Source: an optimization exercise on an open RTL-to-GDS flow (aim: small area, a short achievable clock period and few clock cycles). Production flows keep margins and buffers that such runs may drop. Where RTL was checked, it was by simulation tests only, not by an equivalence proof against the original. No functional check of the RTL was part of runs 1, 3 and 4. Power figures rest on the tool's default switching activity, not on a simulated workload.

`flow/design.v`:
```
module psiframe_pkt (
  input  wire        clk,
  input  wire        rst,             
  input  wire        cmd_valid,
  input  wire [63:0] cmd,
  output wire        cmd_ready,
  output wire        ev_valid,
  output wire [9:0]  ev,
  output wire [41:0] ev_pcr,
  input  wire        ev_ready,
  output wire        idle,
  output wire [63:0] st
);
  localparam [1:0] M_IDLE = 2'd0, M_PKT = 2'd2, M_FAULT = 2'd3;
  localparam [3:0] F_FIELD = 4'd2, F_SEQ = 4'd3, F_DUP = 4'd4, F_NOTFOUND = 4'd5,
                   F_OPCODE = 4'd6, F_FULL = 4'd7;
  localparam [3:0] C_NOP = 4'b0000, C_ABORT = 4'b0001, C_ADD = 4'b1000,
                   C_DROP = 4'b1001, C_LD = 4'b1010, C_OPEN = 4'b1011,
                   C_BYTE = 4'b1100, C_FILL = 4'b1101;
  localparam [2:0] G_IDLE = 3'd0, G_OPEN = 3'd1, G_FILL = 3'd2, G_BYTE = 3'd3,
                   G_PE = 3'd4, G_AB = 3'd5;
  reg [1:0]  mode;
  reg [3:0]  fault;
  reg        pcrv;
  reg [41:0] pcr;
  reg [7:0]  pkleft;
  reg        pkpcrv;       
  reg        pkopen;       
  reg        wpend;        
  reg [3:0]  ccr;          
  reg [3:0]  pos;          
  reg        found;
  reg [2:0]  sc;           
  reg        rv[0:15];
  reg [12:0] rp[0:15];
  reg [3:0]  rc[0:15];
  reg        crdy;
  reg        cv;
  reg        cunk;         
  reg [3:0]  cop;
  reg        chi;          
  reg [41:0] cf;           
  reg        J;            
  reg [2:0]  gk;
  reg [7:0]  gd;           
  reg        gpe;          
  reg        evv;
  reg [9:0]  evq;
  reg        evpep;        
  reg        idle_q;
  reg [33:0] dq;
  reg [6:0]  drem;
  reg [4:0]  dcnt;
  assign cmd_ready = crdy;
  assign ev_valid  = evv;
  assign ev        = evq;
  assign ev_pcr    = pcr;
  assign idle      = idle_q;
  assign st = {32'hFFFFFFFF, 1'b0, pkleft, 15'd0, pcrv, 1'b0, fault, mode};
  wire [7:0] iop  = cmd[63:56];
  wire       iunk = (|iop[7:6]) | (|iop[4:3]) |
                    (iop[5] ? (iop[2] & iop[1]) : (|iop[2:1]));
  wire [3:0] icop = {iop[5], iop[2:0]};
  function holds(input [3:0] c);
    holds = c == C_ABORT || c == C_ADD || c == C_DROP || c == C_OPEN;
  endfunction
  wire is_abort = cop == C_ABORT;
  wire is_add   = cop == C_ADD;
  wire is_drop  = cop == C_DROP;
  wire is_ld    = cop == C_LD;
  wire is_open  = cop == C_OPEN;
  wire is_byte  = cop == C_BYTE;
  wire is_fill  = cop == C_FILL;
  wire [12:0] pid  = cf[12:0];
  wire        pusi = cf[13];
  wire        tp   = cf[14];
  wire        rai  = cf[15];
  wire        pcrf = cf[16];
  wire [7:0]  np   = cf[31:24];
  wire g41_32 = |cf[41:32];
  wire g23_17 = |cf[23:17];
  wire g31_13 = (|cf[31:24]) | g23_17 | (|cf[16:13]);
  wire g12_8  = |cf[12:8];
  wire g7_0   = |cf[7:0];
  reg rsv;
  always @(*) begin
    case (cop)
      C_ADD, C_DROP: rsv = chi | g41_32 | g31_13;
      C_LD:          rsv = chi;
      C_OPEN:        rsv = chi | g41_32 | g23_17;
      C_BYTE:        rsv = chi | g41_32 | g31_13 | g12_8;
      default:       rsv = chi | g41_32 | g31_13 | g12_8 | g7_0;
    endcase
  end
  reg       m_any;
  reg [3:0] m_pos, m_cc;
  integer i;
  always @(*) begin
    m_any = 1'b0;
    m_pos = 4'd0;
    m_cc  = 4'd0;
    for (i = 0; i < 4; i = i + 1)
      if (rv[4*i] && rp[4*i] == pid) begin
        m_any = 1'b1;
        m_pos = m_pos | (4*i + 1);
        m_cc  = m_cc | rc[4*i];
      end
  end
  wire sfree     = !pkopen && !wpend;
  wire searching = (sc != 3'd0) && sfree;
  wire sdone     = sc == 3'd0;
  reg anyfree;
  always @(*) begin
    anyfree = 1'b0;
    for (i = 0; i < 16; i = i + 1)
      anyfree = anyfree | !rv[i];
  end
  wire np0      = np == 8'd0;
  wire fielderr = (np > 8'd184) | (pcrf & (np > 8'd176)) | (rai & (np > 8'd182)) |
                  (pusi & np0);
  wire pcrge    = cf[41:33] >= 9'd300;
  wire midle    = mode == M_IDLE;
  wire fm       = mode == M_FAULT;
  reg [3:0] fcode;
  always @(*) begin
    fcode = 4'd0;
    if (cunk)                                  fcode = F_OPCODE;
    else if (rsv)                              fcode = F_FIELD;
    else case (cop)
      C_ADD:
        if (!midle)                            fcode = F_SEQ;
        else if (found)                        fcode = F_DUP;
        else if (!anyfree)                     fcode = F_FULL;
      C_DROP:
        if (!midle)                            fcode = F_SEQ;
        else if (!found)                       fcode = F_NOTFOUND;
      C_LD:
        if (!midle)                            fcode = F_SEQ;
        else if (pcrge)                        fcode = F_FIELD;
      C_OPEN:
        if (!midle)                            fcode = F_SEQ;
        else if (fielderr)                     fcode = F_FIELD;
        else if (!found)                       fcode = F_NOTFOUND;
        else if (pcrf && !pcrv)                fcode = F_SEQ;
      C_BYTE, C_FILL:
        if (mode != M_PKT)                     fcode = F_SEQ;
      default: ;
    endcase
  end
  wire abw   = !cunk & is_abort & !rsv;           
  wire ok    = !fm & (fcode == 4'd0);
  wire pos15 = pos == 4'd15;
  reg rdy;
  always @(*) begin
    rdy = 1'b1;
    if (fm)
      rdy = !abw | !pkopen | pos15;
    else if (!cunk && !rsv && midle && (is_add || is_drop || is_open) && !sdone)
      rdy = 1'b0;
    else if (ok && is_add)
      rdy = !rv[15];
    else if (ok && is_drop)
      rdy = pos15;
    else if (ok && is_abort)
      rdy = !pkopen | pos15;
  end
  wire go    = cv & J & rdy;
  wire xg    = go & ok;                            
  wire do_ab = go & (fm ? abw : (ok & is_abort));  
  wire last_byte = pkleft == 8'd1;
  wire x_open  = xg & is_open;
  wire x_byte  = xg & is_byte;
  wire x_fill  = xg & is_fill;
  wire x_add   = xg & is_add;
  wire x_drop  = xg & is_drop;
  wire x_ld    = xg & is_ld;
  wire x_close = x_fill | (x_byte & last_byte);  
  reg [2:0] eg_k;
  reg [7:0] eg_d;
  reg       eg_pe;
  always @(*) begin
    eg_k  = gk;
    eg_d  = gd;
    eg_pe = gpe;
    if (go) begin
      eg_k  = G_IDLE;
      eg_d  = 8'd0;
      eg_pe = 1'b0;
      if (do_ab && (fm || !midle))
        eg_k = G_AB;
      else if (x_open)
        eg_k = G_OPEN;
      else if (x_fill)
        eg_k = G_FILL;
      else if (x_byte) begin
        eg_k  = G_BYTE;
        eg_d  = cf[7:0];
        eg_pe = last_byte;
      end
    end
  end
  wire [7:0] dt1  = {drem, dq[33]};
  wire       dq1  = dt1 >= 8'd75;
  wire [6:0] dr1  = dq1 ? dt1 - 8'd75 : dt1[6:0];
  wire [7:0] dt0  = {dr1, dq[32]};
  wire       dq0  = dt0 >= 8'd75;
  wire [6:0] drem0 = dq0 ? dt0 - 8'd75 : dt0[6:0];
  wire [32:0] base = dq[32:0];
  wire [8:0]  ext  = {drem, pcr[1:0]};
  wire [47:0] pcr_field = {base, 6'b111111, ext};
  wire        ddone = dcnt == 5'd0;
  wire [3:0] ccf  = np0 ? ccr - 4'd1 : ccr;
  wire [7:0] aflen = 8'd183 - np;
  reg  [7:0] open_byte;
  reg        open_wait;
  always @(*) begin
    open_wait = 1'b0;
    case (eg_d[3:0])
      4'd0: open_byte = 8'h47;
      4'd1: open_byte = {1'b0, pusi, tp, pid[12:8]};
      4'd2: open_byte = pid[7:0];
      4'd3: open_byte = {2'b00, np != 8'd184, !np0, ccf};
      4'd4: open_byte = aflen;
      4'd5: open_byte = {1'b0, rai, 1'b0, pcrf, 4'b0000};
      4'd6: begin open_byte = pcrf ? pcr_field[47:40] : 8'hFF; open_wait = pcrf & !ddone; end
      4'd7: open_byte = pcrf ? pcr_field[39:32] : 8'hFF;
      4'd8: open_byte = pcrf ? pcr_field[31:24] : 8'hFF;
      4'd9: open_byte = pcrf ? pcr_field[23:16] : 8'hFF;
      4'd10: open_byte = pcrf ? pcr_field[15:8] : 8'hFF;
      4'd11: open_byte = pcrf ? pcr_field[7:0] : 8'hFF;
      default: open_byte = 8'hFF;
    endcase
  end
  wire open_last = go ? (np == 8'd187) : (pkleft == 8'd0);
  reg [9:0] cur;
  reg       has;
  always @(*) begin
    has = eg_k != G_IDLE;
    case (eg_k)
      G_OPEN: begin cur = {2'b01, open_byte}; has = !open_wait; end
      G_FILL: cur = {2'b01, 8'hFF};
      G_BYTE: cur = {2'b01, eg_d};
      G_PE:   cur = {2'b10, 6'd0, pkpcrv, !pkpcrv};
      default: cur = {2'b10, 8'h03};
    endcase
  end
  wire ofree = !evv | ev_ready;
  wire adv   = ofree & has;                         
  reg [2:0] n_k;
  reg [7:0] n_d;
  reg       n_pe;
  reg       open_done;
  always @(*) begin
    n_k  = eg_k;
    n_d  = eg_d;
    n_pe = eg_pe;
    open_done = 1'b0;
    if (adv) begin
      case (eg_k)
        G_OPEN:
          if (open_last) begin
            n_k = np0 ? G_PE : G_IDLE;
            open_done = 1'b1;
          end else if (eg_d[3:0] != 4'd12)
            n_d = eg_d + 8'd1;
        G_FILL: if (last_byte) n_k = G_PE;
        G_BYTE: n_k = eg_pe ? G_PE : G_IDLE;
        default: n_k = G_IDLE;
      endcase
    end
  end
  wire n_evv   = ofree ? has : evv;
  wire n_evpep = ofree ? (has && eg_k == G_PE && pkpcrv) : evpep;
  wire n_J     = (n_k == G_IDLE) && !n_evpep;
  wire n_cv    = crdy ? cmd_valid : (go ? x_open : (cv & !open_done));
  wire n_hold  = crdy ? holds(icop) : holds(cop);
  wire n_crdy  = !n_cv | (n_J & !n_hold);
  wire addw = x_add;                                
  wire dropw = x_drop;                              
  wire restore = do_ab & pkopen;
  wire ccw  = pos15 & (wpend | restore);
  wire [3:0] ccwv = restore ? ccr : ccr + 4'd1;
  integer j;
  always @(posedge clk) begin
    if (crdy) begin
      cunk <= iunk;
      cop  <= icop;
      chi  <= |cmd[55:42];
      cf   <= cmd[41:0];
    end
    for (j = 1; j < 16; j = j + 1) begin
      rv[j] <= rv[j-1] & !rst;
      rp[j] <= rp[j-1];
      rc[j] <= rc[j-1];
    end
    rv[0] <= !rst & ((rv[15] & !dropw) | addw);
    rp[0] <= addw ? pid : rp[15];
    rc[0] <= addw ? 4'd0 : (ccw ? ccwv : rc[15]);
    if (crdy)
      sc <= 3'd4;
    else if (searching)
      sc <= sc - 3'd1;
    if (searching && m_any) begin
      pos <= m_pos;
      ccr <= m_cc;
    end else
      pos <= pos + 4'd1;
    if (crdy)
      found <= 1'b0;
    else if (searching && m_any)
      found <= 1'b1;
    gk  <= n_k;
    gd  <= n_d;
    gpe <= n_pe;
    if (ofree) evq <= cur;
    if (x_ld) begin
      dq   <= cf[35:2];
      drem <= {1'b0, cf[41:36]};
      dcnt <= 5'd17;
    end else if (!ddone) begin
      dq   <= {dq[31:0], dq1, dq0};
      drem <= drem0;
      dcnt <= dcnt - 5'd1;
    end
    if (pos15)
      wpend <= 1'b0;                                
    if (do_ab) begin
      mode   <= M_IDLE;
      fault  <= 4'd0;
      pcrv   <= 1'b0;
      pkleft <= 8'd0;
      pkopen <= 1'b0;
      wpend  <= 1'b0;
    end else if (go && !fm && !ok) begin
      mode  <= M_FAULT;
      fault <= fcode;
    end
    if (x_ld) begin
      pcr  <= cf;
      pcrv <= 1'b1;
    end
    if (x_open) begin
      if (pcrf) pcrv <= 1'b0;
      pkpcrv <= pcrf;
      pkopen <= !np0;
      wpend  <= !np0;
      pkleft <= 8'd187 - np;
      if (!np0)
        mode <= M_PKT;
    end
    if (adv && eg_k == G_OPEN) begin
      if (open_last)
        pkleft <= np;
      else
        pkleft <= (go ? 8'd187 - np : pkleft) - 8'd1;
    end
    if (x_byte | (adv && eg_k == G_FILL))
      pkleft <= pkleft - 8'd1;
    if (x_close) begin
      mode   <= M_IDLE;
      pkopen <= 1'b0;
    end
    if (rst) begin
      mode   <= M_IDLE;
      fault  <= 4'd0;
      pcrv   <= 1'b0;
      pkleft <= 8'd0;
      pkopen <= 1'b0;
      wpend  <= 1'b0;
      crdy   <= 1'b1;
      cv     <= 1'b0;
      J      <= 1'b1;
      gk     <= G_IDLE;
      evv    <= 1'b0;
      evpep  <= 1'b0;
      idle_q <= 1'b1;
      dcnt   <= 5'd0;
      sc     <= 3'd0;
    end else begin
      crdy   <= n_crdy;
      cv     <= n_cv;
      J      <= n_J;
      evv    <= n_evv;
      evpep  <= n_evpep;
      idle_q <= !n_cv && n_k == G_IDLE && !n_evv;
    end
  end
endmodule
```
`flow/run.sh`:
```
#!/bin/bash
# synth_recipe.tcl (not shown) runs the flow's synth.tcl, then flattens the netlist and writes it again
# the make line also repeats each setting of config.mk as NAME=value (left out here)
make -C /OpenROAD-flow-scripts/flow DESIGN_CONFIG=/design/flow/config.mk WORK_HOME=/design/flow/orfs CLKGATE_MAP_FILE= SYNTH_SCRIPT=/design/flow/synth_recipe.tcl finish
```
`flow/config.mk`:
```
export PLATFORM = sky130hd
export DESIGN_NAME = psiframe_pkt
export DESIGN_NICKNAME = psiframe_pkt
export VERILOG_FILES = /design/flow/design.v
export SDC_FILE = /design/flow/constraint.sdc
export NUM_CORES = 4
export LEC_CHECK = 0
export CAP_MARGIN = 20
export CORE_MARGIN = 2
export CORE_UTILIZATION = 40
export SETUP_SLACK_MARGIN = 5
export SLEW_MARGIN = 20
```
`flow/constraint.sdc`:
```
create_clock -name core_clock -period 10.0 [get_ports {clk}]
set_input_delay 2.0000 -clock core_clock [delete_from_list [all_inputs] [get_ports {clk}]]
set_output_delay 2.0000 -clock core_clock [all_outputs]
set_load 0.01 [all_outputs]
```
==> notes.md, run 1 <==
Pwr Total=approximately 5.4 mW; CORE AREA=between 40000 and 50000 µm²; full die area=45440 µm²; Synth Area in XOR/XNOR=0.04905; Worst-Margin Slew=0.9548 ns; GRT Util Overall=0.2002; Int Power=approximately 3.8 mW; first-pass GRT wire length=around 69000 µm; design area=between 20000 and 25000 µm²; Clock Latency Late Sink=between 0.5 and 0.6 ns; H-Tree Depth=2; ys flop type=dfxtp_1; Post-synth EDFFs=approximately 150; hpwl dp=a little over 30000 µm; Post-CTS Hold Buffers=0; Via Count=11830; CP max stage delay=0.62 ns; initial antenna violation count=1; CTS max path bufs=3; Placer Congestion=0.8699; Congestion Overflow GR=0; # DRC=0; post-place setup slack=about 3.5 ns; Clk pin slew, worst setup/hold paths=around 0.060 ns; Port-buffer cells=136; simple-gate share of the synthesized area=0.1330; RSZ-0062 raised after global routing=yes; Antenna Cells=0; largest net degree at the start of global routing=between 40 and 50; final hold viol count=0; CTS tree=yes; Synth Warn #=4; Yosys top cell area share=0.3844; main combinational cell family by area after synthesis=simple AND/OR/NAND/NOR gates; DRT Pass-1 Iters=6; power density over cell area=around 250 nW/µm²; fmax=a little over 200 MHz; Via density=5.130; mean post-synth cell area=~12 µm²; sw frac=0.3012; Post-Syn Area=between 15000 and 20000 µm²; DRT Wirelength=45570 µm; Synth area leaders=dfxtp_1 38%, edfxtp_1 25%, nand2_1 3.8%; post-synthesis cell type count=~110; register share of total power=0.443; asr flop ratio synth=0; Synth Area in Compound Gates=0.09931; period utilization=0.4935; Cells after Synth=1501; antenna viol nets, final=0; CP Cell Sequence=nor4_2, nand4_1, o31a_1, or4_4, buf_4, or4b_1, o32ai_4, nor2_1, buf_4, nand2_1, o221ai_2, and3_1, a221oi_1; CP most frequent cell=buf_4; CP Max Fanout=25; # placed instances=between 2000 and 2500; Max IR drop VDD=roughly 0.16 mV; Initial Util=0.4053; IO Pins=between 150 and 200; fin. max-slew vios=0; DIE WIDTH=approximately 210 µm; Final nets=between 1500 and 2000; Cell Rows=76; post-synthesis mux area share=0.01823; power share of the combinational group=0.222; clock share of power=0.335; leading area contributor after synthesis=dfxtp_1; WL per Instance=between 15 and 20 µm; FF+latch count, synth=roughly 480; vias in the first global route=roughly 12000; Setup Skew=0.02096 ns; Slew HR=0.3635; share of layout cells above drive strength 1=0.1441; die height=roughly 210 µm; Worst path slowest cell=or4b_1; Final min period=~4.9 ns; clock tree root driver cell=clkbuf_16; WP data arrival=between 5 and 6 ns; commonest non-fill, non-tap cells in the layout=335 x dfxtp_1, 174 x nand2_1, 145 x edfxtp_1; Syn-to-layout area delta=22.82%; CP Class=flop to flop; Post-Synth Adder-Cell Area=0.01630; Fin Setup TNS=0 ns; sequential share of the synthesized area=0.6332; crit path capture type=flop; Sink Count=481; Max Cap Viol=0; # setup viols final=0; Worst Hold Class=flop to flop; outcome=finished clean; WP data required=~10 ns; DP Area=around 19000 µm²; crit start category=flop; total CTS buffers=48; P_sw=roughly 1.6 mW; violation count after the first detailed-route iteration=between 900 and 1000; most common cell after layout, fill and taps aside=dfxtp_1; Lkg Pwr=roughly 8.1 nW; Setup WS post-layout=approximately 5.1 ns; Non-Filler Instances=2306
## cells by family (layout without fill, tap and decap cells)
kind of cell	count (synthesis)	after routing
flip-flops	481	481
AND/OR/NAND/NOR	463	463
AO/OA/AOI/OAI	251	252
buffers and inverters	154	325
XOR/XNOR	98	98
multiplexers	29	29
adder cells (fa/ha/maj)	23	23
other	2	50
## state kept, by name (all words and copies together) (netlist names), 7 cells and up
register / flops
rp: 208
rc: 64
cf: 42
pcr: 42
dq: 34
rv: 16
evq: 10
gd: 8
pkleft: 8
drem: 7
## per-layer routing
layer	wire length, µm	up-vias	GRT usage
li1	-	5583	-
met1	20290	5752	0.2700
met2	21180	402	0.3261
met3	2668	91	0.03236
met4	1421	2	0.07184
met5	11	-	0
## critical path, delay by kind of cell, from the launching register on
family	cells	cell delay (ns)
AO/OA/AOI/OAI	4	1.30
buffers and inverters	2	0.43
flip-flops	1	0.42
AND/OR/NAND/NOR	7	2.56
## cells in the mapped netlist, types with 13 or more instances
cell type and count:
a21oi_1 60, a22oi_1 18, a31oi_1 13, buf_4 53, clkbuf_1 44, dfxtp_1 336, edfxtp_1 145, ha_1 22
inv_1 34, mux2_2 17, nand2_1 176, nand3_1 27, nand4_1 23, nor2_1 86, nor2b_1 22, nor3_1 30
nor4_1 26, o21ai_0 50, xnor2_1 65, xor2_1 33
## power by group through the flow
| stage | clock [mW] | sequential, mW | combinational (mW) |
|---|---|---|---|
| after floorplan | 0 | 2.39 | 0.792 |
| after detailed placement | 0 | 2.46 | 1.09 |
| after global placement | 0 | 2.46 | 1.09 |
| after global routing | 1.94 | 2.43 | 1.33 |
| final | 1.82 | 2.41 | 1.21 |
| after CTS | 1.86 | 2.41 | 1.15 |
## stage by stage
stage          utilization  hold WS (ns)
2_1_floorplan            -        0.3096
3_3_place_gp        0.4455        0.3096
3_5_place_dp        0.4455        0.3121
4_1_cts             0.4905        0.3235
5_1_grt             0.4979        0.3248
6_report            0.4979        0.3188
## path summary, 6_finish.rpt
kind                                        start                 to  slack, ns  cells after the start
worst max-delay path             cf[34]$_DFFE_PP_   evq[2]$_DFFE_PN_       5.06                     13
worst min-delay path            rp[11][2]$_DFF_P_  rp[12][2]$_DFF_P_       0.32                      0
worst max register to register   cf[34]$_DFFE_PP_   evq[2]$_DFFE_PN_       5.06                     13
worst min register to register  rp[11][2]$_DFF_P_  rp[12][2]$_DFF_P_       0.32                      0
## repair_timing
| item | in CTS | in global routing |
|---|---|---|
| setup buffers | 22 | 20 |
| resized for setup | 24 | 32 |
| endpoints found under the setup margin | 38 | 73 |
| pin swaps | 7 | 18 |
| gates cloned | 1 | 0 |
## layout make-up
class	instances	area (µm²)
clock buffer	71	1413
clock inverter	19	229.0
fill	3859	21680
inverter	34	127.6
multi-input combinational	915	6055
sequential	481	11080
tap	585	732.0
timing repair buffer	201	1856
==> run 2, diff against run 1 <==
--- a/flow/design.v
+++ b/flow/design.v
@@ -23,5 +23,4 @@
   reg [3:0]  fault;
   reg        pcrv;
-  reg [41:0] pcr;
   reg [7:0]  pkleft;
   reg        pkpcrv;       
@@ -39,5 +38,6 @@
   reg        cunk;         
   reg [3:0]  cop;
-  reg        chi;          
+  reg        crsv;         
+  reg        cfe;          
   reg [41:0] cf;           
   reg        J;            
@@ -51,9 +51,11 @@
   reg [33:0] dq;
   reg [6:0]  drem;
-  reg [4:0]  dcnt;
+  reg [1:0]  p10;          
+  reg [4:0]  dcnt;         
+  reg        dinv;         
   assign cmd_ready = crdy;
   assign ev_valid  = evv;
   assign ev        = evq;
-  assign ev_pcr    = pcr;
+  assign ev_pcr    = {drem[5:0], dq, p10};
   assign idle      = idle_q;
   assign st = {32'hFFFFFFFF, 1'b0, pkleft, 15'd0, pcrv, 1'b0, fault, mode};
@@ -62,4 +64,20 @@
                     (iop[5] ? (iop[2] & iop[1]) : (|iop[2:1]));
   wire [3:0] icop = {iop[5], iop[2:0]};
+  wire ia = |cmd[55:42], ib = |cmd[41:32], ic = |cmd[31:24], id = |cmd[23:17],
+       ie = |cmd[16:13], ih = |cmd[12:8], ig = |cmd[7:0];
+  reg irsv;
+  always @(*) begin
+    case (icop)
+      C_ADD, C_DROP: irsv = ia | ib | ic | id | ie;
+      C_LD:          irsv = ia;
+      C_OPEN:        irsv = ia | ib | id;
+      C_BYTE:        irsv = ia | ib | ic | id | ie | ih;
+      default:       irsv = ia | ib | ic | id | ie | ih | ig;
+    endcase
+  end
+  wire [7:0] inp  = cmd[31:24];
+  wire ife = (icop == C_LD) ? (cmd[41:33] >= 9'd300) :
+             ((inp > 8'd184) | (cmd[16] & (inp > 8'd176)) | (cmd[15] & (inp > 8'd182)) |
+              (cmd[13] & (inp == 8'd0)));
   function holds(input [3:0] c);
     holds = c == C_ABORT || c == C_ADD || c == C_DROP || c == C_OPEN;
@@ -78,19 +96,5 @@
   wire        pcrf = cf[16];
   wire [7:0]  np   = cf[31:24];
-  wire g41_32 = |cf[41:32];
-  wire g23_17 = |cf[23:17];
-  wire g31_13 = (|cf[31:24]) | g23_17 | (|cf[16:13]);
-  wire g12_8  = |cf[12:8];
-  wire g7_0   = |cf[7:0];
-  reg rsv;
-  always @(*) begin
-    case (cop)
-      C_ADD, C_DROP: rsv = chi | g41_32 | g31_13;
-      C_LD:          rsv = chi;
-      C_OPEN:        rsv = chi | g41_32 | g23_17;
-      C_BYTE:        rsv = chi | g41_32 | g31_13 | g12_8;
-      default:       rsv = chi | g41_32 | g31_13 | g12_8 | g7_0;
-    endcase
-  end
+  wire rsv = crsv;
   reg       m_any;
   reg [3:0] m_pos, m_cc;
@@ -117,7 +121,4 @@
   end
   wire np0      = np == 8'd0;
-  wire fielderr = (np > 8'd184) | (pcrf & (np > 8'd176)) | (rai & (np > 8'd182)) |
-                  (pusi & np0);
-  wire pcrge    = cf[41:33] >= 9'd300;
   wire midle    = mode == M_IDLE;
   wire fm       = mode == M_FAULT;
@@ -137,8 +138,8 @@
       C_LD:
         if (!midle)                            fcode = F_SEQ;
-        else if (pcrge)                        fcode = F_FIELD;
+        else if (cfe)                          fcode = F_FIELD;
       C_OPEN:
         if (!midle)                            fcode = F_SEQ;
-        else if (fielderr)                     fcode = F_FIELD;
+        else if (cfe)                          fcode = F_FIELD;
         else if (!found)                       fcode = F_NOTFOUND;
         else if (pcrf && !pcrv)                fcode = F_SEQ;
@@ -206,8 +207,11 @@
   wire       dq0  = dt0 >= 8'd75;
   wire [6:0] drem0 = dq0 ? dt0 - 8'd75 : dt0[6:0];
+  wire [7:0] ut0  = {1'b0, drem} + (dq[0] ? 8'd75 : 8'd0);
+  wire [7:0] ut1  = {1'b0, ut0[7:1]} + (dq[1] ? 8'd75 : 8'd0);
   wire [32:0] base = dq[32:0];
-  wire [8:0]  ext  = {drem, pcr[1:0]};
+  wire [8:0]  ext  = {drem, p10};
   wire [47:0] pcr_field = {base, 6'b111111, ext};
   wire        ddone = dcnt == 5'd0;
+  wire        dfwd  = ddone & !dinv;                
   wire [3:0] ccf  = np0 ? ccr - 4'd1 : ccr;
   wire [7:0] aflen = 8'd183 - np;
@@ -223,5 +227,5 @@
       4'd4: open_byte = aflen;
       4'd5: open_byte = {1'b0, rai, 1'b0, pcrf, 4'b0000};
-      4'd6: begin open_byte = pcrf ? pcr_field[47:40] : 8'hFF; open_wait = pcrf & !ddone; end
+      4'd6: begin open_byte = pcrf ? pcr_field[47:40] : 8'hFF; open_wait = pcrf & !dfwd; end
       4'd7: open_byte = pcrf ? pcr_field[39:32] : 8'hFF;
       4'd8: open_byte = pcrf ? pcr_field[31:24] : 8'hFF;
@@ -286,5 +290,6 @@
       cunk <= iunk;
       cop  <= icop;
-      chi  <= |cmd[55:42];
+      crsv <= irsv;
+      cfe  <= ife;
       cf   <= cmd[41:0];
     end
@@ -317,8 +322,18 @@
       dq   <= cf[35:2];
       drem <= {1'b0, cf[41:36]};
+      p10  <= cf[1:0];
       dcnt <= 5'd17;
+      dinv <= 1'b0;
+    end else if (adv && eg_k == G_OPEN && eg_d[3:0] == 4'd11 && pcrf) begin
+      dcnt <= 5'd17;                                
+      dinv <= 1'b1;
     end else if (!ddone) begin
-      dq   <= {dq[31:0], dq1, dq0};
-      drem <= drem0;
+      if (dinv) begin
+        dq   <= {ut1[0], ut0[0], dq[33:2]};
+        drem <= ut1[7:1];
+      end else begin
+        dq   <= {dq[31:0], dq1, dq0};
+        drem <= drem0;
+      end
       dcnt <= dcnt - 5'd1;
     end
@@ -336,8 +351,6 @@
       fault <= fcode;
     end
-    if (x_ld) begin
-      pcr  <= cf;
+    if (x_ld)
       pcrv <= 1'b1;
-    end
     if (x_open) begin
       if (pcrf) pcrv <= 1'b0;
@@ -376,4 +389,5 @@
       idle_q <= 1'b1;
       dcnt   <= 5'd0;
+      dinv   <= 1'b0;
       sc     <= 3'd0;
     end else begin
--- a/flow/config.mk
+++ b/flow/config.mk
@@ -8,5 +8,5 @@
 export CAP_MARGIN = 20
 export CORE_MARGIN = 2
-export CORE_UTILIZATION = 40
+export CORE_UTILIZATION = 65
 export SETUP_SLACK_MARGIN = 5
 export SLEW_MARGIN = 20
==> notes.md, run 2 <==
GRT Util Overall=0.3354 (was 0.2002); Pwr Total=5.598 mW (was 5.439 mW); Congestion Overflow GR=0 (unchanged); CTS tree=yes (unchanged); Slew HR=0.1624 (was 0.3635); vias in the first global route=12280 (was 11500); most frequent cells after synthesis=337 x dfxtp_1, 116 x nand2_1, 106 x a21oi_1, 106 x edfxtp_1, 106 x nor2_1 (was 336 x dfxtp_1, 176 x nand2_1, 145 x edfxtp_1); worst hold slack=0.3210 ns (was 0.3188 ns); Clk pin slew, worst setup/hold paths=0.06 ns (about the same); power density over cell area=281.2 nW/µm² (was 253.1 nW/µm²); Largest Register=rp (unchanged); H-Tree Depth=2 (unchanged); full die area=27450 µm² (was 45440 µm²); Placer Congestion=0.9361 (was 0.8699); leading area contributor after synthesis=dfxtp_1 (unchanged); Synth area leaders=dfxtp_1 40%, edfxtp_1 19%, xnor2_1 3.9% (was dfxtp_1 38%, edfxtp_1 25%, nand2_1 3.8%); Setup Skew=0.06434 ns (was 0.02096 ns); FF+latch count, synth=443 (was 481); total CTS buffers=42 (was 48); sequential share of the synthesized area=0.5845 (was 0.6332); violation count after the first detailed-route iteration=1590 (was 931); DRT Pass-1 Iters=6 (unchanged); Via density=6.147 (was 5.130); Worst path slowest cell=edfxtp_1 (was or4b_1); asr flop ratio synth=0 (unchanged); Port-buffer cells=136 (unchanged); die height=165.7 µm (was 213.2 µm); Final nets=1770 (was 1771); CP startpoint=cop[1]$_DFFE_PP_ (was cf[34]$_DFFE_PP_); crit path capture type=flop (unchanged); power share of the combinational group=0.266 (was 0.222); WP data arrival=4.94 ns (was 5.31 ns); Via Count=12540 (was 11830); period utilization=0.4719 (was 0.4935); Yosys top cell area share=0.3971 (was 0.3844); Lkg Pwr=7.458 nW (was 8.051 nW); ys flop type=dfxtp_1 (unchanged); # DRC=0 (unchanged); CP Class=flop to flop (unchanged); sw frac=0.3261 (was 0.3012); Antenna Cells=0 (unchanged); Post-synth EDFFs=106 (was 145); Final min period=4.719 ns (was 4.935 ns); max reg flops=208 (unchanged); register share of total power=0.432 (was 0.443); Initial Util=0.6575 (was 0.4053); post-synthesis cell type count=87 (was 105); Worst Hold Class=flop to flop (unchanged); CORE AREA=25840 µm² (was 43170 µm²); # setup viols final=0 (unchanged); Cells after Synth=1556 (was 1501); clock tree root driver cell=clkbuf_16 (unchanged); clock share of power=0.301 (was 0.335); crit start category=flop (unchanged); Max IR drop VDD=0.3374 mV (was 0.1609 mV); Cell Rows=59 (was 76); WP data required=10.22 ns (was 10.37 ns); CP Max Fanout=27 (was 25); Fin Setup TNS=0 ns (unchanged); outcome=finished clean (unchanged); largest net degree at the start of global routing=78 (was 49); Worst-Margin Slew=1.239 ns (was 0.9548 ns); Clock Latency Late Sink=0.57 ns (was 0.59 ns); final hold viol count=0 (unchanged); DP Area=18320 µm² (was 19230 µm²); Syn-to-layout area delta=17.17% (was 22.82%); commonest non-fill, non-tap cells in the layout=335 x dfxtp_1, 136 x clkdlybuf4s50_1, 116 x nand2_1 (was 335 x dfxtp_1, 174 x nand2_1, 145 x edfxtp_1); hpwl dp=31280 µm (was 30990 µm); fin. max-slew vios=0 (unchanged); WL per Instance=22.95 µm (was 19.76 µm); Synth Warn #=4 (unchanged); most common cell after layout, fill and taps aside=dfxtp_1 (unchanged); RSZ-0062 raised after global routing=no (was yes); CTS max path bufs=3 (unchanged); RR Startpoint=cop[1]$_DFFE_PP_ (was cf[34]$_DFFE_PP_); CP Cell Sequence=or3b_1, nor4_2, nand2_1, o21ai_4, nor4_4, and2_1, a22oi_2, inv_1, ha_1, buf_4, nor2_1, or3_1, a21oi_1, nor4_1, o21ai_0 (was nor4_2, nand4_1, o31a_1, or4_4, buf_4, or4b_1, o32ai_4, nor2_1, buf_4, nand2_1, o221ai_2, and3_1, a221oi_1); Max Cap Viol=0 (unchanged); initial antenna violation count=1 (unchanged); DIE WIDTH=165.7 µm (was 213.2 µm); most common cell in the netlist=dfxtp_1 (unchanged); antenna viol nets, final=0 (unchanged); P_sw=1.826 mW (was 1.639 mW); fmax=211.9 MHz (was 202.6 MHz); Sink Count=443 (was 481); design area=19910 µm² (was 21490 µm²); Post-CTS Hold Buffers=0 (unchanged); IO Pins=187 (unchanged); mean post-synth cell area=10.92 µm² (was 11.66 µm²); first-pass GRT wire length=71510 µm (was 69120 µm); CP max stage delay=0.55 ns (was 0.62 ns); largest registers=rp x208, rc x64, cf x42 (was rp x208, rc x64); Reg2Reg Depth=15 (was 13); Int Power=3.772 mW (was 3.801 mW); share of layout cells above drive strength 1=0.07390 (was 0.1441); Post-Syn Area=16990 µm² (was 17500 µm²); Hold Startpoint=rp[5][6]$_DFF_P_ (was rp[11][2]$_DFF_P_); DRT Wirelength=46810 µm (was 45570 µm); hold path depth=0 (unchanged)
[run 2: area by class of cell]
class / instances / area [µm²]
flip-flops and latches: 443 / 9932
inverters: 37 / 138.9
repair buffers: 154 / 1496
multi-input cells: 993 / 6439
fillers: 1655 / 5932
clock buffers: 51 / 1135
well taps: 335 / 419.2
clock inverters: 27 / 345.3
[run 2: final timing paths]
kind / endpoint / slack [ns]
worst max-delay path: evq[6]$_DFFE_PN_ / 5.28
worst max register to register: evq[6]$_DFFE_PN_ / 5.28
worst min-delay path: rp[6][6]$_DFF_P_ / 0.32
worst min register to register: rp[6][6]$_DFF_P_ / 0.32
[run 2: what timing repair did]
item	in CTS	in global routing
setup endpoints to repair	78	73
cloned	1	1
endpoints found under the hold margin	0	0
gates resized for setup	7	7
pin swaps	1	1
buffers inserted	2	1
[run 2: critical path: cells and delay by family, from the launching register on]
kind                       cells  cell delay, ns
and+or+nand+nor                8            2.16
AOI/OAI and AO/OA              4            1.04
buffers and inverters          2            0.41
adders and majority gates      1            0.23
DFF                            1            0.55
[run 2: metrics by stage]
| stage | instances | util | setup slack (ns) |
|---|---|---|---|
| 2_1_floorplan | 1604 | - | 5.689 |
| 3_3_place_gp | 1957 | 0.7089 | 4.039 |
| 3_5_place_dp | 1957 | 0.7089 | 3.922 |
| 4_1_cts | 2038 | 0.7683 | 5.028 |
| 5_1_grt | 2040 | 0.7704 | 5.020 |
| 6_report | 2040 | 0.7704 | 5.281 |
[run 2: cells by family after synthesis]
kind of cell	after synthesis	share of synthesized area
fa+ha+maj	32	0.02430
mux	57	0.03403
simple gates	424	0.1207
other cells	2	0.0004421
compound gates	318	0.1265
buf+inv	170	0.05281
flops	443	0.5845
xor+xnor	110	0.05671
[run 2: metal layers]
layer | wire length [µm] | up-vias | track usage
met4 | 1907 | 2 | 0.1369
li1 | - | 5673 | -
met2 | 21230 | 729 | 0.5212
met5 | 8 | - | 0
met3 | 4659 | 149 | 0.07097
met1 | 19010 | 5986 | 0.4622
[run 2: power groups by stage]
stage	clock (mW)	combinational [mW]	sequential [mW]
final	1.69	1.49	2.42
after global routing	1.76	1.61	2.43
after floorplan	0	0.988	2.32
after CTS	1.70	1.46	2.41
after global placement	0	1.38	2.44
after detailed placement	0	1.43	2.45
Testbench counts of run 2, summed over its fixed seeds: cycles 232,333.
==> run 3, diff against run 2 <==
--- a/flow/design.v
+++ b/flow/design.v
@@ -177,28 +177,4 @@
   wire x_ld    = xg & is_ld;
   wire x_close = x_fill | (x_byte & last_byte);  
-  reg [2:0] eg_k;
-  reg [7:0] eg_d;
-  reg       eg_pe;
-  always @(*) begin
-    eg_k  = gk;
-    eg_d  = gd;
-    eg_pe = gpe;
-    if (go) begin
-      eg_k  = G_IDLE;
-      eg_d  = 8'd0;
-      eg_pe = 1'b0;
-      if (do_ab && (fm || !midle))
-        eg_k = G_AB;
-      else if (x_open)
-        eg_k = G_OPEN;
-      else if (x_fill)
-        eg_k = G_FILL;
-      else if (x_byte) begin
-        eg_k  = G_BYTE;
-        eg_d  = cf[7:0];
-        eg_pe = last_byte;
-      end
-    end
-  end
   wire [7:0] dt1  = {drem, dq[33]};
   wire       dq1  = dt1 >= 8'd75;
@@ -220,5 +196,5 @@
   always @(*) begin
     open_wait = 1'b0;
-    case (eg_d[3:0])
+    case (gd[3:0])
       4'd0: open_byte = 8'h47;
       4'd1: open_byte = {1'b0, pusi, tp, pid[12:8]};
@@ -236,46 +212,66 @@
     endcase
   end
-  wire open_last = go ? (np == 8'd187) : (pkleft == 8'd0);
-  reg [9:0] cur;
-  reg       has;
+  wire open_last = pkleft == 8'd0;
+  reg [9:0] c_cur;
+  reg       c_has;
   always @(*) begin
-    has = eg_k != G_IDLE;
-    case (eg_k)
-      G_OPEN: begin cur = {2'b01, open_byte}; has = !open_wait; end
-      G_FILL: cur = {2'b01, 8'hFF};
-      G_BYTE: cur = {2'b01, eg_d};
-      G_PE:   cur = {2'b10, 6'd0, pkpcrv, !pkpcrv};
-      default: cur = {2'b10, 8'h03};
+    c_has = gk != G_IDLE;
+    case (gk)
+      G_OPEN: begin c_cur = {2'b01, open_byte}; c_has = !open_wait; end
+      G_FILL: c_cur = {2'b01, 8'hFF};
+      G_BYTE: c_cur = {2'b01, gd};
+      G_PE:   c_cur = {2'b10, 6'd0, pkpcrv, !pkpcrv};
+      default: c_cur = {2'b10, 8'h03};
     endcase
   end
-  wire ofree = !evv | ev_ready;
-  wire adv   = ofree & has;                         
-  reg [2:0] n_k;
-  reg [7:0] n_d;
-  reg       n_pe;
+  reg [2:0] c_k;
+  reg [7:0] c_d;
   reg       open_done;
   always @(*) begin
-    n_k  = eg_k;
-    n_d  = eg_d;
-    n_pe = eg_pe;
+    c_k = G_IDLE;
+    c_d = gd;
     open_done = 1'b0;
-    if (adv) begin
-      case (eg_k)
-        G_OPEN:
-          if (open_last) begin
-            n_k = np0 ? G_PE : G_IDLE;
-            open_done = 1'b1;
-          end else if (eg_d[3:0] != 4'd12)
-            n_d = eg_d + 8'd1;
-        G_FILL: if (last_byte) n_k = G_PE;
-        G_BYTE: n_k = eg_pe ? G_PE : G_IDLE;
-        default: n_k = G_IDLE;
-      endcase
-    end
+    case (gk)
+      G_OPEN:
+        if (open_last) begin
+          c_k = np0 ? G_PE : G_IDLE;
+          open_done = 1'b1;
+        end else begin
+          c_k = G_OPEN;
+          if (gd[3:0] != 4'd12) c_d = gd + 8'd1;
+        end
+      G_FILL: c_k = last_byte ? G_PE : G_FILL;
+      G_BYTE: c_k = gpe ? G_PE : G_IDLE;
+      default: c_k = G_IDLE;
+    endcase
+  end
+  reg [2:0] s_k, s_k1;
+  reg [9:0] s_cur;
+  always @(*) begin
+    s_k   = G_IDLE;
+    s_cur = {2'b10, 8'h03};
+    if (fm || is_abort)
+      s_k = (fm ? abw : (ok & !midle)) ? G_AB : G_IDLE;
+    else if (ok) begin
+      if (is_open) begin s_k = G_OPEN; s_cur = {2'b01, 8'h47}; end
+      if (is_fill) begin s_k = G_FILL; s_cur = {2'b01, 8'hFF}; end
+      if (is_byte) begin s_k = G_BYTE; s_cur = {2'b01, cf[7:0]}; end
+    end
+    s_k1 = G_IDLE;
+    if (s_k == G_OPEN) s_k1 = G_OPEN;
+    if (s_k == G_FILL || s_k == G_BYTE) s_k1 = last_byte ? G_PE : (s_k == G_FILL ? G_FILL : G_IDLE);
   end
-  wire n_evv   = ofree ? has : evv;
-  wire n_evpep = ofree ? (has && eg_k == G_PE && pkpcrv) : evpep;
+  wire ofree = !evv | ev_ready;
+  wire adv   = ofree & (go ? (s_k != G_IDLE) : c_has);  
+  wire [2:0] n_k  = go ? (ofree ? s_k1 : s_k) : (adv ? c_k : gk);
+  wire [7:0] n_d  = go ? ((ofree || s_k != G_BYTE) ? {7'd0, ofree} : cf[7:0])
+                       : (adv ? c_d : gd);
+  wire       n_pe = go ? last_byte : gpe;
+  wire [9:0] cur  = go ? s_cur : c_cur;
+  wire       c_adv = !go & ofree & c_has;         
+  wire n_evv   = ofree ? (go ? (s_k != G_IDLE) : c_has) : evv;
+  wire n_evpep = ofree ? (!go && c_has && gk == G_PE && pkpcrv) : evpep;
   wire n_J     = (n_k == G_IDLE) && !n_evpep;
-  wire n_cv    = crdy ? cmd_valid : (go ? x_open : (cv & !open_done));
+  wire n_cv    = crdy ? cmd_valid : (go ? x_open : (cv & !(c_adv & open_done)));
   wire n_hold  = crdy ? holds(icop) : holds(cop);
   wire n_crdy  = !n_cv | (n_J & !n_hold);
@@ -325,5 +321,5 @@
       dcnt <= 5'd17;
       dinv <= 1'b0;
-    end else if (adv && eg_k == G_OPEN && eg_d[3:0] == 4'd11 && pcrf) begin
+    end else if (c_adv && gk == G_OPEN && gd[3:0] == 4'd11 && pcrf) begin
       dcnt <= 5'd17;                                
       dinv <= 1'b1;
@@ -358,15 +354,11 @@
       pkopen <= !np0;
       wpend  <= !np0;
-      pkleft <= 8'd187 - np;
+      pkleft <= ofree ? 8'd186 - np : 8'd187 - np;
       if (!np0)
         mode <= M_PKT;
     end
-    if (adv && eg_k == G_OPEN) begin
-      if (open_last)
-        pkleft <= np;
-      else
-        pkleft <= (go ? 8'd187 - np : pkleft) - 8'd1;
-    end
-    if (x_byte | (adv && eg_k == G_FILL))
+    if (c_adv && gk == G_OPEN)
+      pkleft <= open_last ? np : pkleft - 8'd1;
+    if (x_byte | (x_fill & ofree) | (c_adv && gk == G_FILL))
       pkleft <= pkleft - 8'd1;
     if (x_close) begin
--- a/flow/config.mk
+++ b/flow/config.mk
@@ -9,4 +9,6 @@
 export CORE_MARGIN = 2
 export CORE_UTILIZATION = 65
+export CTS_BUF_LIST = sky130_fd_sc_hd__clkbuf_8
+export CTS_CLUSTER_SIZE = 20
 export SETUP_SLACK_MARGIN = 5
 export SLEW_MARGIN = 20
==> notes.md, run 3 <==
Reg2Reg Depth=10 (was 15); commonest non-fill, non-tap cells in the layout=326 x dfxtp_1, 136 x clkdlybuf4s50_1, 120 x nand2_1 (was 335 x dfxtp_1, 136 x clkdlybuf4s50_1, 116 x nand2_1); Worst-Margin Slew=1.166 ns (was 1.239 ns); Via density=5.987 (was 6.147); Fin Setup TNS=0 ns (unchanged); antenna viol nets, final=0 (unchanged); IO Pins=187 (unchanged); post-place setup slack=5.461 ns (was 3.922 ns); Finished Core Util=0.7707 (was 0.7704); CP max stage delay=0.76 ns (was 0.55 ns); Post-Syn Area=16830 µm² (was 16990 µm²); Largest Register=rp (unchanged); DRT Wirelength=44540 µm (was 46810 µm); die height=164.9 µm (was 165.7 µm); CP Cell Sequence=and4b_1, o311a_1, a2111oi_1, and2_1, nand3_4, nor2_4, nand4b_4, clkinv_2, a21oi_1, a32o_1 (was or3b_1, nor4_2, nand2_1, o21ai_4, nor4_4, and2_1, a22oi_2, inv_1, ha_1, buf_4, nor2_1, or3_1, a21oi_1, nor4_1, o21ai_0); post-synthesis cell type count=85 (was 87); Via Count=12180 (was 12540); first-pass GRT wire length=68070 µm (was 71510 µm); crit path capture type=flop (unchanged); Final min period=4.376 ns (was 4.719 ns); R2R setup slack=5.62 ns (was 5.28 ns); Bufs and invs on worst path=1 (was 2); period utilization=0.4376 (was 0.4719); total CTS buffers=68 (was 42); Setup Skew=0.02945 ns (was 0.06434 ns); Syn-to-layout area delta=15.94% (was 17.17%); CP startpoint=cop[0]$_DFFE_PP_ (was cop[1]$_DFFE_PP_); asr flop ratio synth=0 (unchanged); WL per Instance=21.90 µm (was 22.95 µm); Antenna Cells=0 (unchanged); Max Cap Viol=0 (unchanged); Pwr Total=5.022 mW (was 5.598 mW); final hold viol count=0 (unchanged); fin. max-slew vios=0 (unchanged); Worst path slowest cell=clkinv_2 (was edfxtp_1); WP data required=10.35 ns (was 10.22 ns); # setup viols final=0 (unchanged); violation count after the first detailed-route iteration=1399 (was 1590); Critical Path End=drem[2]$_DFFE_PP_ (was evq[6]$_DFFE_PN_); Cell Rows=58 (was 59); fmax=228.5 MHz (was 211.9 MHz); most common cell after layout, fill and taps aside=dfxtp_1 (unchanged); Non-Filler Instances=2034 (was 2040); Clock Latency Late Sink=0.61 ns (was 0.57 ns); RSZ-0062 raised after global routing=no (unchanged); Port-buffer cells=136 (unchanged); crit start category=flop (unchanged); most frequent cells after synthesis=328 x dfxtp_1, 120 x nand2_1, 115 x edfxtp_1 (was 337 x dfxtp_1, 116 x nand2_1, 106 x a21oi_1, 106 x edfxtp_1, 106 x nor2_1); Placer Congestion=0.9665 (was 0.9361); Sink Count=443 (unchanged); CORE AREA=25330 µm² (was 25840 µm²); Final nets=1748 (was 1770); max reg flops=208 (unchanged); worst hold slack=0.3181 ns (was 0.3210 ns); WP data arrival=4.73 ns (was 4.94 ns); postcts setup bufs=0 (was 2); mean post-synth cell area=11.10 µm² (was 10.92 µm²); GRT Util Overall=0.3323 (was 0.3354); CP Max Fanout=75 (was 27); FF+latch count, synth=443 (unchanged); initial antenna violation count=1 (unchanged); outcome=finished clean (unchanged); fill count=1643 (was 1655); Setup WS post-layout=5.624 ns (was 5.281 ns); delay-heaviest family, CP=simple AND/OR/NAND/NOR gates (unchanged); # placed instances=1910 (was 1957); CTS max path bufs=3 (unchanged); Synth Warn #=4 (unchanged); Lkg Pwr=7.439 nW (was 7.458 nW); vias in the first global route=11810 (was 12280); largest net degree at the start of global routing=76 (was 78); Initial Util=0.6647 (was 0.6575); design area=19520 µm² (was 19910 µm²); largest registers=rp x208, rc x64, cf x42 (unchanged); Worst Hold Class=flop to flop (unchanged); Post-CTS Hold Buffers=0 (unchanged); hpwl dp=29170 µm (was 31280 µm); sequential share of the synthesized area=0.5952 (was 0.5845); CP Class=flop to flop (unchanged); # DRC=0 (unchanged); clock tree root driver cell=clkbuf_8 (was clkbuf_16); DRT Pass-1 Iters=6 (unchanged); Slew HR=0.2127 (was 0.1624); share of layout cells above drive strength 1=0.08451 (was 0.07390); Yosys top cell area share=0.3900 (was 0.3971); R2R Path End=drem[2]$_DFFE_PP_ (was evq[6]$_DFFE_PN_); Congestion Overflow GR=0 (unchanged); CTS resizes=0 (was 7); ys flop type=dfxtp_1 (unchanged); Cells after Synth=1517 (was 1556); power density over cell area=257.3 nW/µm² (was 281.2 nW/µm²); Max IR drop VDD=0.2443 mV (was 0.3374 mV); Crit path depth=10 (was 15); RR Startpoint=cop[0]$_DFFE_PP_ (was cop[1]$_DFFE_PP_); Post-synth EDFFs=115 (was 106); CTS tree=yes (unchanged); H-Tree Depth=3 (was 2); Clk pin slew, worst setup/hold paths=0.07 ns (was 0.06 ns); leading area contributor after synthesis=dfxtp_1 (unchanged); full die area=27200 µm² (was 27450 µm²); most common cell in the netlist=dfxtp_1 (unchanged); DIE WIDTH=164.9 µm (was 165.7 µm); DP Area=18120 µm² (was 18320 µm²); Synth area leaders=dfxtp_1 39%, edfxtp_1 21%, xnor2_1 3.4% (was dfxtp_1 40%, edfxtp_1 19%, xnor2_1 3.9%)
==> run 3: cell count changes after synthesis, moves of 9 or more <==
cell	before	now
a21oi_1	106	65
dfxtp_1	337	328
edfxtp_1	106	115
mux2_2	6	15
nand3_1	42	28
nor2_1	106	89
nor2b_1	23	32
o21ai_0	47	90
or3_1	16	6
xnor2_1	75	66
==> run 3: cell families after synthesis <==
logic type,share of synthesized area
xor gates and xnor gates,0.05203
and+or+nand+nor,0.1265
DFF,0.5952
adders and majority gates,0.02438
muxes,0.03686
buffers and inverters,0.05225
other,0.0004461
AOI/OAI and AO/OA,0.1124
==> run 3: cell type report <==
cell class                      count  area (µm²)  area share
Sequential cell                   443       10020      0.5135
Multi-Input combinational cell    957        6116      0.3133
Timing Repair Buffer              147        1444     0.07397
Clock buffer                       77        1060     0.05430
Tap cell                          330       412.9     0.02115
Clock inverter                     47       339.1     0.01737
Inverter                           33       125.1    0.006410
==> run 3: worst min-delay path by stage <==
| stage | endpoint | cells after the start | start | slack (ns) |
|---|---|---|---|---|
| after floorplan | rc[10][0]$_DFF_P_ | 0 | rc[9][0]$_DFF_P_ | 0.31 |
| after global placement | rp[12][7]$_DFF_P_ | 0 | rp[11][7]$_DFF_P_ | 0.31 |
| after detailed placement | rc[3][2]$_DFF_P_ | 0 | rc[2][2]$_DFF_P_ | 0.31 |
| after CTS | rc[6][3]$_DFF_P_ | 0 | rc[5][3]$_DFF_P_ | 0.31 |
| after global routing | rc[6][3]$_DFF_P_ | 0 | rc[5][3]$_DFF_P_ | 0.31 |
| final | rc[10][3]$_DFF_P_ | 0 | rc[9][3]$_DFF_P_ | 0.32 |
==> run 3: report_power, final <==
group	leakage [nW]	switching (mW)	total [mW]	internal, mW
registers	3.80	0.257	2.31	2.05
clock network	0.811	0.738	1.54	0.804
logic	2.83	0.618	1.17	0.555
==> run 3: per-layer routing <==
metal | vias to the layer above | wire length (µm) | global-route usage
met5 | - | 0 | 0
met4 | 0 | 1326 | 0.1217
met3 | 98 | 3401 | 0.05751
met2 | 640 | 21550 | 0.5470
met1 | 5882 | 18260 | 0.4448
li1 | 5558 | - | -
==> run 3: worst reg2reg max path: stages (launching register included) <==
cell and delay [ns]:
edfxtp_1 0.69, and4b_1 0.34, o311a_1 0.30, a2111oi_1 0.40
and2_1 0.40, nand3_4 0.20, nor2_4 0.26, nand4b_4 0.33
clkinv_2 0.77, a21oi_1 0.13, a32o_1 0.30
==> run 4, diff against run 3 <==
==> flow/flow/run.sh (new file) <==
#!/bin/bash
# Own layout flow: the standard synthesis unchanged, then the standard
# layout (standard.sh) with two extra make settings:
#  - BUFFER_PORTS_ARGS: every input and output port still gets its buffer, but
#    a plain sky130_fd_sc_hd__buf_2 instead of the delay buffer picked by default.
# Each tool's full output stays in this folder: make's output in flow_*.log,
# and ORFS's per-step logs under orfs/logs/.
set -uo pipefail
MARGIN=$(cat flow/margin.txt 2>/dev/null || echo 6)
bash standard.sh synth > flow_synth.log 2>&1 || { tail -50 flow_synth.log; exit 1; }
bash standard.sh "SETUP_SLACK_MARGIN=$MARGIN" \
  "BUFFER_PORTS_ARGS=-buffer_cell sky130_fd_sc_hd__buf_2" finish > flow_layout.log 2>&1 \
  || { tail -50 flow_layout.log; exit 1; }
tail -5 flow_layout.log
==> flow/flow/margin.txt (new file) <==
6.5
==> flow/standard.sh (new file) <==
#!/bin/bash
# synth_recipe.tcl (not shown) runs the flow's synth.tcl, then flattens the netlist and writes it again
# the make line also repeats each setting of config.mk as NAME=value (left out here)
make -C /OpenROAD-flow-scripts/flow DESIGN_CONFIG=/design/flow/config.mk WORK_HOME=/design/flow/orfs CLKGATE_MAP_FILE= SYNTH_SCRIPT=/design/flow/synth_recipe.tcl "${@:-finish}"
--- a/flow/config.mk
+++ b/flow/config.mk
@@ -9,6 +9,3 @@
 export CORE_MARGIN = 2
 export CORE_UTILIZATION = 65
-export CTS_BUF_LIST = sky130_fd_sc_hd__clkbuf_8
-export CTS_CLUSTER_SIZE = 20
-export SETUP_SLACK_MARGIN = 5
 export SLEW_MARGIN = 20
removed: flow/run.sh
==> notes.md, run 4 <==
outcome=finished clean (unchanged); Syn-to-layout area delta=13.39% (was 15.94%); RR Startpoint=mode[0]$_SDFF_PP0_ (was cop[0]$_DFFE_PP_); CP max stage delay=0.70 ns (was 0.76 ns); Port-buffer cells=136 (unchanged); Fin Setup TNS=0 ns (unchanged); IO Pins=187 (unchanged); Initial Util=0.6647 (unchanged); most common cell after layout, fill and taps aside=dfxtp_1 (unchanged); largest registers=rp x208, rc x64, cf x42 (unchanged); Worst path slowest cell=edfxtp_1 (was clkinv_2); H-Tree Depth=2 (was 3); CTS max path bufs=3 (unchanged); Setup Skew=0.03333 ns (was 0.02945 ns); asr flop ratio synth=0 (unchanged); mean post-synth cell area=11.10 µm² (unchanged); CP startpoint=drem[2]$_DFFE_PP_ (was cop[0]$_DFFE_PP_); delay-heaviest family, CP=flip-flops (was simple AND/OR/NAND/NOR gates); first-pass GRT wire length=66470 µm (was 68070 µm); Final nets=1739 (was 1748); worst hold slack=0.3176 ns (was 0.3181 ns); antenna viol nets, final=0 (unchanged); Congestion Overflow GR=0 (unchanged); power density over cell area=261.1 nW/µm² (was 257.3 nW/µm²); Post-synth EDFFs=115 (unchanged); total CTS buffers=41 (was 68); R2R Path End=drem[3]$_DFFE_PP_ (was drem[2]$_DFFE_PP_); die height=164.9 µm (unchanged); most frequent cells after synthesis=328 x dfxtp_1, 120 x nand2_1, 115 x edfxtp_1 (unchanged); Worst Hold Class=flop to flop (unchanged); # setup viols final=0 (unchanged); Reg2Reg Depth=11 (was 10); Max Cap Viol=0 (unchanged); violation count after the first detailed-route iteration=1355 (was 1399); ys flop type=dfxtp_1 (unchanged); max reg flops=208 (unchanged); Synth Area in Compound Gates=0.1124 (unchanged); simple-gate share of the synthesized area=0.1265 (unchanged); CP Class=flop to output port (was flop to flop); DRT Wirelength=44150 µm (was 44540 µm); WP data required=8.00 ns (was 10.35 ns); Lkg Pwr=7.470 nW (was 7.439 nW); CP Max Fanout=13 (was 75); # placed instances=1909 (was 1910); Bufs and invs on worst path=1 (unchanged); Via Count=12020 (was 12180); max layer used=met4 (unchanged); Post-Syn Area=16830 µm² (unchanged); Final min period=3.474 ns (was 4.376 ns); sequential share of the synthesized area=0.5952 (unchanged); FF+latch count, synth=443 (unchanged); initial antenna violation count=1 (unchanged); Synth Area in XOR/XNOR=0.05203 (unchanged); Worst-Margin Slew=0.9264 ns (was 1.166 ns); Clock Latency Late Sink=0.55 ns (was 0.61 ns); DIE WIDTH=164.9 µm (unchanged); share of layout cells above drive strength 1=0.1687 (was 0.08451); GRT Util Overall=0.3242 (was 0.3323); M1 wire length=18290 µm (was 18260 µm); largest net degree at the start of global routing=46 (was 76); Finished Core Util=0.7537 (was 0.7707); Critical Path End=ev_pcr[38] (was drem[2]$_DFFE_PP_); Clk pin slew, worst setup/hold paths=0.07 ns (about the same); most common cell in the netlist=dfxtp_1 (unchanged); fmax=287.9 MHz (was 228.5 MHz); DRT Pass-1 Iters=5 (was 6); CP Cell Sequence=buf_2 (was and4b_1, o311a_1, a2111oi_1, and2_1, nand3_4, nor2_4, nand4b_4, clkinv_2, a21oi_1, a32o_1); Synth Warn #=4 (unchanged); crit path capture type=output port (was flop); full die area=27200 µm² (unchanged); hpwl dp=28920 µm (was 29170 µm); CTS tree=yes (unchanged); period utilization=0.3474 (was 0.4376); routed wire length on met3=3302 µm (was 3401 µm); R2R setup slack=6.65 ns (was 5.62 ns); Crit path depth=1 (was 10); post-synthesis cell type count=85 (unchanged); Non-Filler Instances=2002 (was 2034); WL per Instance=22.05 µm (was 21.90 µm); CORE AREA=25330 µm² (unchanged); clock tree root driver cell=clkbuf_16 (was clkbuf_8); Sink Count=443 (unchanged); Synth area leaders=dfxtp_1 39%, edfxtp_1 21%, xnor2_1 3.4% (unchanged); Largest Register=rp (unchanged); Antenna Cells=0 (unchanged); RSZ-0062 raised after global routing=yes (was no); main combinational cell family by area after synthesis=simple AND/OR/NAND/NOR gates (unchanged); post-synthesis mux area share=0.03686 (unchanged); commonest non-fill, non-tap cells in the layout=326 x dfxtp_1, 136 x buf_2, 118 x nand2_1 (was 326 x dfxtp_1, 136 x clkdlybuf4s50_1, 120 x nand2_1); crit start category=flop (unchanged); WL met2=21180 µm (was 21550 µm); Yosys top cell area share=0.3900 (unchanged); Via density=6.003 (was 5.987); leading area contributor after synthesis=dfxtp_1 (unchanged); WP data arrival=1.47 ns (was 4.73 ns); vias in the first global route=11630 (was 11810); Max IR drop VDD=0.2105 mV (was 0.2443 mV); # DRC=0 (unchanged); Placer Congestion=0.9457 (was 0.9665); Post-CTS Hold Buffers=0 (unchanged); Cells after Synth=1517 (unchanged); Cell Rows=58 (unchanged); fin. max-slew vios=0 (unchanged); Post-Synth Adder-Cell Area=0.02438 (unchanged); final hold viol count=0 (unchanged); Slew HR=0.3776 (was 0.2127)
run 4: cell counts after synthesis:
No cell type changed its count.
run 4: metal layers:
layer  global-route usage  up-vias
li1                     -     5536
met1               0.4403     5799
met2               0.5390      579
met3              0.04294      105
met4               0.1115        0
met5                    0        -
run 4: through the flow:
step / setup WS [ns] / power, mW / area (µm²)
after detailed placement: 5.474 / 3.391 / 17460
final: 6.526 / 4.985 / 19090
after floorplan: 6.496 / 3.031 / 17040
after CTS: 6.505 / 4.956 / 18950
after global placement: 5.630 / 3.366 / 17460
after global routing: 6.410 / 5.196 / 19090
run 4: area by class of cell:
| type | instances | area [µm²] |
|---|---|---|
| clock buffers | 65 | 1260 |
| clock inverters | 9 | 125.1 |
| fillers | 1732 | 6238 |
| inverters | 33 | 140.1 |
| multi-input cells | 957 | 6215 |
| flip-flops and latches | 443 | 10020 |
| well taps | 330 | 412.9 |
| repair buffers | 163 | 899.6 |
| repair inverters | 2 | 13.76 |
run 4: how the worst min path moves through the flow:
stage | from | end | slack (ns) | depth (start not counted)
after detailed placement | rc[14][0]$_DFF_P_ | rc[15][0]$_DFF_P_ | 0.31 | 0
after floorplan | rc[9][0]$_DFF_P_ | rc[10][0]$_DFF_P_ | 0.31 | 0
final | rp[9][8]$_DFF_P_ | rp[10][8]$_DFF_P_ | 0.32 | 0
after CTS | rp[13][9]$_DFF_P_ | rp[14][9]$_DFF_P_ | 0.32 | 0
after global placement | rc[10][2]$_DFF_P_ | rc[11][2]$_DFF_P_ | 0.31 | 0
after global routing | rp[13][9]$_DFF_P_ | rp[14][9]$_DFF_P_ | 0.32 | 0
run 4: timing repair:
action	in CTS	in global routing
setup endpoints to repair	118	84
gates resized for setup	9	13
setup buffers	5	12
cloned	2	0
run 4: power breakdown:
part	internal [mW]	switching [mW]
clock network	0.902	0.675
registers	2.05	0.257
logic	0.473	0.629
run 4: cell families (layout without fill, tap and decap cells):
logic type	count (synthesis)	count (layout)
flops	443	443
xor+xnor	100	100
buf+inv	165	272
fa+ha+maj	32	32
mux	60	60
other cells	2	50
compound gates	296	296
simple gates	419	419

[re-timing with driven ports]
The results above use ideal ports. As a check the final layouts listed here were re-extracted and re-timed, cells and wires unchanged.
Step 1, drivers: a clkbuf_16 drives clk and a buf_2 each remaining input, both assumed.
Step 2 also shifts input and output timing later by t, the mid clock arrival at the registers, as if the neighbouring blocks saw the same clock.
Slacks: ideal / step 1 / step 2; pairs: ideal / step 1.
| run | shift t [ns] | setup WS [ns] | worst setup path at the end | worst register clock-pin slew, ns | worst slew at a driven data input, ns |
|---|---|---|---|---|---|
| run 1 | 0.631 | 5.065 / 5.065 / 5.065 | register to register | 0.07 / 0.07 | 0.05 |
| run 2 | 0.594 | 5.281 / 5.281 / 4.863 | input to register | 0.07 / 0.07 | 0.08 |
| run 3 | 0.647 | 5.624 / 5.624 / 5.407 | input to register | 0.07 / 0.07 | 0.06 |
| run 4 | 0.587 | 6.526 / 6.478 / 6.025 | input to register | 0.08 / 0.08 | 0.04 |
After both steps every run listed still meets setup and hold. The setup slack of run 4, which loses most, moves by -0.048 ns with the drivers and by -0.501 ns with both steps.
